What follows belongs to an exercise in optimizing a design on an open flow for small area, a short achievable clock period and few clock cycles; a production flow would make more cautious choices. At most, simulation tests tie the RTL to the original design; equivalence was not proved. Power figures rest on the tool's default switching activity, not on a simulated workload.

==> flow/design.v <==
module ieee488_engine (
    input  wire       clk,
    input  wire       rst,           
    input  wire [4:0] cfg_address,   
    input  wire       atn_in,
    input  wire       dav_in,
    input  wire       ndac_in,
    input  wire       nrfd_in,
    input  wire       eoi_in,
    input  wire       ifc_in,
    input  wire [7:0] data_in,
    output reg        dav_drv,
    output reg        eoi_drv,
    output reg        ndac_drv,
    output reg        nrfd_drv,
    output wire [7:0] data_out,
    output reg        data_talk,     
    output reg        ctrl_talk,     
    output wire       ext_req,
    output wire [3:0] ext_op,
    output wire [3:0] ext_sa,
    output wire [7:0] ext_wdata,
    input  wire       ext_ack,
    input  wire       ext_ok,
    input  wire [7:0] ext_rdata,
    input  wire       ext_last,
    input  wire       ext_eoi,
    output wire [5:0] cmd_len,
    input  wire [4:0] cmd_raddr,
    output wire [7:0] cmd_rdata
);
    localparam CMD_BUF_SIZE = 32;
    localparam [4:0] S_IDLE = 5'h00,    
                     S_CW   = 5'h01,    
                     S_RXD  = 5'h02,    
                     S_LW   = 5'h03,    
                     S_RXL  = 5'h04,    
                     S_WAL  = 5'h05,    
                     S_WAO  = 5'h06,    
                     S_WAT  = 5'h07,    
                     S_TXW  = 5'h08,    
                     S_TXD  = 5'h09,    
                     S_TXV  = 5'h0A,    
                     S_FW   = 5'h10,    
                     S_ST   = 5'h11,    
                     S_FR   = 5'h12,    
                     S_FE   = 5'h13,    
                     S_ADV  = 5'h14,    
                     S_RF   = 5'h15,    
                     S_DOS  = 5'h16,    
                     S_FO   = 5'h17,    
                     S_CLO  = 5'h18,    
                     S_FREE = 5'h19;    
    localparam [1:0] M_CMD    = 2'd0,
                     M_DATA   = 2'd1,
                     M_IGNORE = 2'd2;
    reg [4:0] state;
    reg [4:0] device_address;
    reg       listen_active;
    reg       talk_active;
    reg       command_received;
    reg       open_active;
    reg [3:0] open_sa;
    reg [5:0] command_length;
    reg [7:0] command_buffer [0:CMD_BUF_SIZE-1];
    reg       atn_received;
    reg       ifc_received;
    reg       atn_prev;
    reg [7:0] v;             
    reg       eoi;           
    reg [3:0] sa;            
    reg [1:0] mode;
    reg       last;
    reg       seen;          
    assign ext_req   = state[4];
    assign ext_op    = state[3:0];
    assign ext_sa    = sa;
    assign ext_wdata = v;
    assign data_out  = v;
    assign cmd_len   = command_length;
    assign cmd_rdata = command_buffer[cmd_raddr];
    wire atn_event = atn_prev & ~atn_in;
    wire ifc_now   = ifc_received | ~ifc_in;           
    wire abort_any = atn_received | ifc_now;           
    wire [2:0] cb_class = v[7:5];
    wire       is_unlisten = (v == 8'h3F);
    wire       is_untalk   = (v == 8'h5F);
    wire       is_listen   = (cb_class == 3'b001) & ~is_unlisten;
    wire       is_talk     = (cb_class == 3'b010) & ~is_untalk;
    wire       is_second   = (v[7:4] == 4'h6);
    wire       is_close    = (v[7:4] == 4'hE);
    wire       is_open     = (v[7:4] == 4'hF);
    wire       addr_match  = (v[4:0] == device_address);
    wire cmd_we = (state == S_RXL) && !abort_any && dav_in &&
                  mode == M_CMD && !command_length[5];
    always @(posedge clk) begin
        if (cmd_we)
            command_buffer[command_length[4:0]] <= v;
    end
    reg disp;    
    always @(posedge clk) begin
        disp = 1'b0;
        if (rst) begin
            state            <= S_IDLE;
            device_address   <= cfg_address;
            listen_active    <= 1'b0;
            talk_active      <= 1'b0;
            command_received <= 1'b0;
            open_active      <= 1'b0;
            command_length   <= 6'd0;
            atn_received     <= 1'b0;
            ifc_received     <= 1'b0;
            atn_prev         <= atn_in;
            dav_drv          <= 1'b0;
            eoi_drv          <= 1'b0;
            ndac_drv         <= 1'b0;
            nrfd_drv         <= 1'b0;
            data_talk        <= 1'b0;
            ctrl_talk        <= 1'b0;
        end else begin
            atn_prev <= atn_in;
            if (~ifc_in)
                ifc_received <= 1'b1;
            case (state)
                S_IDLE: disp = 1'b1;
                S_CW: begin
                    if (abort_any) begin
                        disp = 1'b1;
                    end else if (atn_in) begin
                        dav_drv   <= 1'b0;
                        eoi_drv   <= 1'b0;
                        ndac_drv  <= 1'b0;
                        nrfd_drv  <= 1'b0;
                        data_talk <= 1'b0;
                        ctrl_talk <= 1'b0;
                        state     <= S_IDLE;
                    end else if (~dav_in && ~nrfd_drv) begin
                        v        <= data_in;
                        nrfd_drv <= 1'b1;
                        ndac_drv <= 1'b0;
                        state    <= S_RXD;
                    end else begin
                        nrfd_drv  <= 1'b0;
                        ndac_drv  <= 1'b1;
                        data_talk <= 1'b0;
                    end
                end
                S_RXD: begin
                    if (abort_any) begin
                        disp = 1'b1;
                    end else if (dav_in) begin
                        ndac_drv <= 1'b1;
                        sa    <= v[3:0];
                        state <= S_CW;
                        if (is_unlisten) begin
                            listen_active <= 1'b0;
                            if (command_received) begin
                                if (open_active && open_sa != 4'd15) begin
                                    sa    <= open_sa;
                                    state <= S_FO;
                                end else begin
                                    state <= S_DOS;
                                end
                            end else begin
                                command_length   <= 6'd0;
                                open_active      <= 1'b0;
                            end
                        end else if (is_untalk) begin
                            talk_active <= 1'b0;
                        end else if (is_listen) begin
                            if (addr_match) begin
                                listen_active <= 1'b1;
                                talk_active   <= 1'b0;
                            end
                        end else if (is_talk) begin
                            if (addr_match) begin
                                talk_active   <= 1'b1;
                                listen_active <= 1'b0;
                            end
                        end else if (is_second) begin
                            if (listen_active)
                                state <= S_WAL;
                            else if (talk_active)
                                state <= S_WAT;
                        end else if (is_close) begin
                            if (listen_active)
                                state <= (v[3:0] == 4'd15) ? S_FREE : S_CLO;
                        end else if (is_open) begin
                            if (listen_active)
                                state <= S_WAO;
                        end
                    end
                end
                S_DOS, S_FO: begin
                    if (ext_ack) begin
                        command_length   <= 6'd0;
                        command_received <= 1'b0;
                        open_active      <= 1'b0;
                        nrfd_drv         <= 1'b0;
                        state            <= S_CW;
                    end
                end
                S_CLO: begin
                    if (ext_ack) begin
                        nrfd_drv <= 1'b0;
                        state    <= S_CW;
                    end
                end
                S_FREE: begin
                    if (ext_ack) begin
                        if (listen_active) begin
                            nrfd_drv <= 1'b0;
                            state    <= S_CW;
                        end else begin
                            device_address <= cfg_address;
                            dav_drv   <= 1'b0;
                            eoi_drv   <= 1'b0;
                            ndac_drv  <= 1'b0;
                            nrfd_drv  <= 1'b0;
                            data_talk <= 1'b0;
                            ctrl_talk <= 1'b0;
                            if (ifc_in)
                                ifc_received <= 1'b0;
                            state     <= S_IDLE;
                        end
                    end
                end
                S_WAL, S_WAO, S_WAT: begin
                    if (ifc_now) begin
                        disp = 1'b1;
                    end else if (atn_in) begin
                        if (state == S_WAT) begin
                            state <= S_FR;
                        end else if (state == S_WAO || sa == 4'd15) begin
                            if (state == S_WAO) begin
                                open_active <= 1'b1;
                                open_sa     <= sa;
                            end
                            mode      <= M_CMD;
                            nrfd_drv  <= 1'b0;
                            ndac_drv  <= 1'b1;
                            data_talk <= 1'b0;
                            state     <= S_LW;
                        end else begin
                            state <= S_FW;
                        end
                    end
                end
                S_FW: begin
                    if (ext_ack) begin
                        mode      <= ext_ok ? M_DATA : M_IGNORE;
                        nrfd_drv  <= 1'b0;
                        ndac_drv  <= 1'b1;
                        data_talk <= 1'b0;
                        state     <= S_LW;
                    end
                end
                S_LW: begin
                    if (abort_any) begin
                        disp = 1'b1;
                    end else if (~dav_in && ~nrfd_drv) begin
                        v        <= data_in;
                        nrfd_drv <= 1'b1;
                        ndac_drv <= 1'b0;
                        state    <= S_RXL;
                    end else begin
                        nrfd_drv  <= 1'b0;
                        ndac_drv  <= 1'b1;
                        data_talk <= 1'b0;
                    end
                end
                S_RXL: begin
                    if (abort_any) begin
                        disp = 1'b1;
                    end else if (dav_in) begin
                        ndac_drv <= 1'b1;
                        state    <= S_LW;
                        case (mode)
                            M_CMD: begin
                                command_received <= 1'b1;
                                if (!command_length[5])
                                    command_length <= command_length + 6'd1;
                            end
                            M_DATA: state <= S_ST;
                            default: ;
                        endcase
                    end
                end
                S_ST: begin
                    if (ext_ack) begin
                        if (!ext_ok) mode <= M_IGNORE;
                        nrfd_drv  <= 1'b0;
                        ndac_drv  <= 1'b1;
                        data_talk <= 1'b0;
                        state     <= S_LW;
                    end
                end
                S_FR: begin
                    if (ext_ack) begin
                        if (abort_any) begin
                            disp = 1'b1;
                        end else if (ext_ok) begin
                            ndac_drv  <= 1'b0;
                            nrfd_drv  <= 1'b0;
                            ctrl_talk <= 1'b1;
                            data_talk <= 1'b1;
                            state     <= S_FE;
                        end else begin
                            dav_drv   <= 1'b0;
                            eoi_drv   <= 1'b0;
                            ndac_drv  <= 1'b0;
                            nrfd_drv  <= 1'b0;
                            data_talk <= 1'b0;
                            ctrl_talk <= 1'b0;
                            state     <= S_IDLE;
                        end
                    end
                end
                S_FE: begin
                    if (ext_ack) begin
                        v    <= ext_rdata;
                        last <= ext_last;
                        eoi  <= ext_last & ext_eoi;
                        seen <= ~ndac_in;
                        if (abort_any) begin
                            dav_drv   <= 1'b0;
                            eoi_drv   <= 1'b0;
                            data_talk <= 1'b0;
                            ctrl_talk <= 1'b0;
                            disp = 1'b1;
                        end else if (~ndac_in && nrfd_in) begin
                            eoi_drv <= ext_last & ext_eoi;
                            state   <= S_TXD;
                        end else begin
                            state   <= S_TXW;
                        end
                    end
                end
                S_TXW: begin
                    if (abort_any) begin
                        dav_drv   <= 1'b0;
                        eoi_drv   <= 1'b0;
                        data_talk <= 1'b0;
                        ctrl_talk <= 1'b0;
                        disp = 1'b1;
                    end else if ((seen || ~ndac_in) && nrfd_in) begin
                        eoi_drv <= eoi;
                        state   <= S_TXD;
                    end else if (~ndac_in) begin
                        seen <= 1'b1;
                    end
                end
                S_TXD: begin
                    if (abort_any) begin
                        dav_drv   <= 1'b0;
                        eoi_drv   <= 1'b0;
                        data_talk <= 1'b0;
                        ctrl_talk <= 1'b0;
                        disp = 1'b1;
                    end else begin
                        dav_drv <= 1'b1;
                        seen    <= 1'b0;
                        state   <= S_TXV;
                    end
                end
                S_TXV: begin
                    if (abort_any) begin
                        dav_drv   <= 1'b0;
                        eoi_drv   <= 1'b0;
                        data_talk <= 1'b0;
                        ctrl_talk <= 1'b0;
                        disp = 1'b1;
                    end else if ((seen || ~nrfd_in) && ndac_in) begin
                        dav_drv <= 1'b0;
                        eoi_drv <= 1'b0;
                        if (!last) begin
                            state <= S_ADV;
                        end else if (eoi) begin
                            data_talk <= 1'b0;
                            ctrl_talk <= 1'b0;
                            state     <= S_IDLE;
                        end else begin
                            state <= S_RF;
                        end
                    end else if (~nrfd_in) begin
                        seen <= 1'b1;
                    end
                end
                S_ADV: if (ext_ack) state <= S_FE;
                S_RF: begin
                    if (ext_ack) begin
                        if (ext_ok) begin
                            state <= S_FE;
                        end else begin
                            data_talk <= 1'b0;
                            ctrl_talk <= 1'b0;
                            state     <= S_IDLE;
                        end
                    end
                end
                default: state <= S_IDLE;
            endcase
            if (disp) begin
                if (ifc_now) begin
                    listen_active    <= 1'b0;
                    talk_active      <= 1'b0;
                    command_received <= 1'b0;
                    open_active      <= 1'b0;
                    command_length   <= 6'd0;
                    sa               <= 4'd15;
                    state            <= S_FREE;
                end else if (atn_received) begin
                    atn_received <= 1'b0;
                    nrfd_drv     <= 1'b0;
                    ndac_drv     <= 1'b1;
                    data_talk    <= 1'b0;
                    state        <= S_CW;
                end else begin
                    state <= S_IDLE;
                end
            end
            if (atn_event) begin
                atn_received <= 1'b1;
                dav_drv      <= 1'b0;
                eoi_drv      <= 1'b0;
                data_talk    <= 1'b0;
                ctrl_talk    <= 1'b0;
                ndac_drv     <= 1'b1;
                nrfd_drv     <= 1'b1;
            end
        end
    end
endmodule
make LEC_CHECK=0 CAP_MARGIN=20 CORE_MARGIN=2 CORE_UTILIZATION=40 SETUP_SLACK_MARGIN=2.5 SLEW_MARGIN=20 finish   # period 5.0 ns
run.sh (not shown) runs the stock make flow with config.mk's settings and CLKGATE_MAP_FILE= SYNTH_SCRIPT=/design/flow/synth_recipe.tcl, a recipe that flattens the netlist after the stock synthesis.
The first run went through all stages and came out clean.
Testbench counts at the start, summed over its fixed seeds: cycles 28,870.
Then changed:
--- a/flow/design.v
+++ b/flow/design.v
@@ -64,4 +64,5 @@
     reg [5:0] command_length;
     reg [7:0] command_buffer [0:CMD_BUF_SIZE-1];
+    wire [31:0] rsel = 32'd1 << cmd_raddr;    
     reg       atn_received;
     reg       ifc_received;
@@ -79,5 +80,14 @@
     assign data_out  = v;
     assign cmd_len   = command_length;
-    assign cmd_rdata = command_buffer[cmd_raddr];
+    genvar gb, gw;
+    generate
+        for (gb = 0; gb < 8; gb = gb + 1) begin : g_rd
+            wire [31:0] col;
+            for (gw = 0; gw < CMD_BUF_SIZE; gw = gw + 1) begin : g_w
+                assign col[gw] = command_buffer[gw][gb];
+            end
+            assign cmd_rdata[gb] = |(col & rsel);
+        end
+    endgenerate
     wire atn_event = atn_prev & ~atn_in;
     wire ifc_now   = ifc_received | ~ifc_in;           
Worst setup slack is better by 0.0098 ns.
Final cell count rises by 15%.
Synthesized area falls by 2.7%.
Global-route usage rises by 5.8 points.
Clock power rises by 12%.
Routed wire length rises by 28%.
No functional check of the RTL was part of the second run of this note.

-- separate check: timing with driven ports --
No port has a modelled driver above. Below, the same layouts with a new extraction and two added sets of constraints.
Step 1 (the two cells are an assumption about what drives the block):
set clk [get_ports {clk}]
set_driving_cell -lib_cell sky130_fd_sc_hd__clkbuf_16 $clk
set_driving_cell -lib_cell sky130_fd_sc_hd__buf_2 [delete_from_list [all_inputs] $clk]
Step 2 times the ports against the registers' clock, not the clock port: input delays grow and output delays shrink by t, the midpoint of the rising clock arrivals with the driver on.
a / b / c = no drivers / after step 1 / after step 2; a / b = the first two.
run | shift t [ns] | slack for setup (ns) | pins driven straight from the clock port
the first run | 0.615 | 1.156 / 0.989 / 0.989 | 1
the second run | 0.561 | 1.166 / 1.109 / 1.109 | 1
After both steps every run listed still meets setup and hold. The setup slack of the first run, which loses most, moves by -0.167 ns with the drivers and by -0.167 ns with both steps.
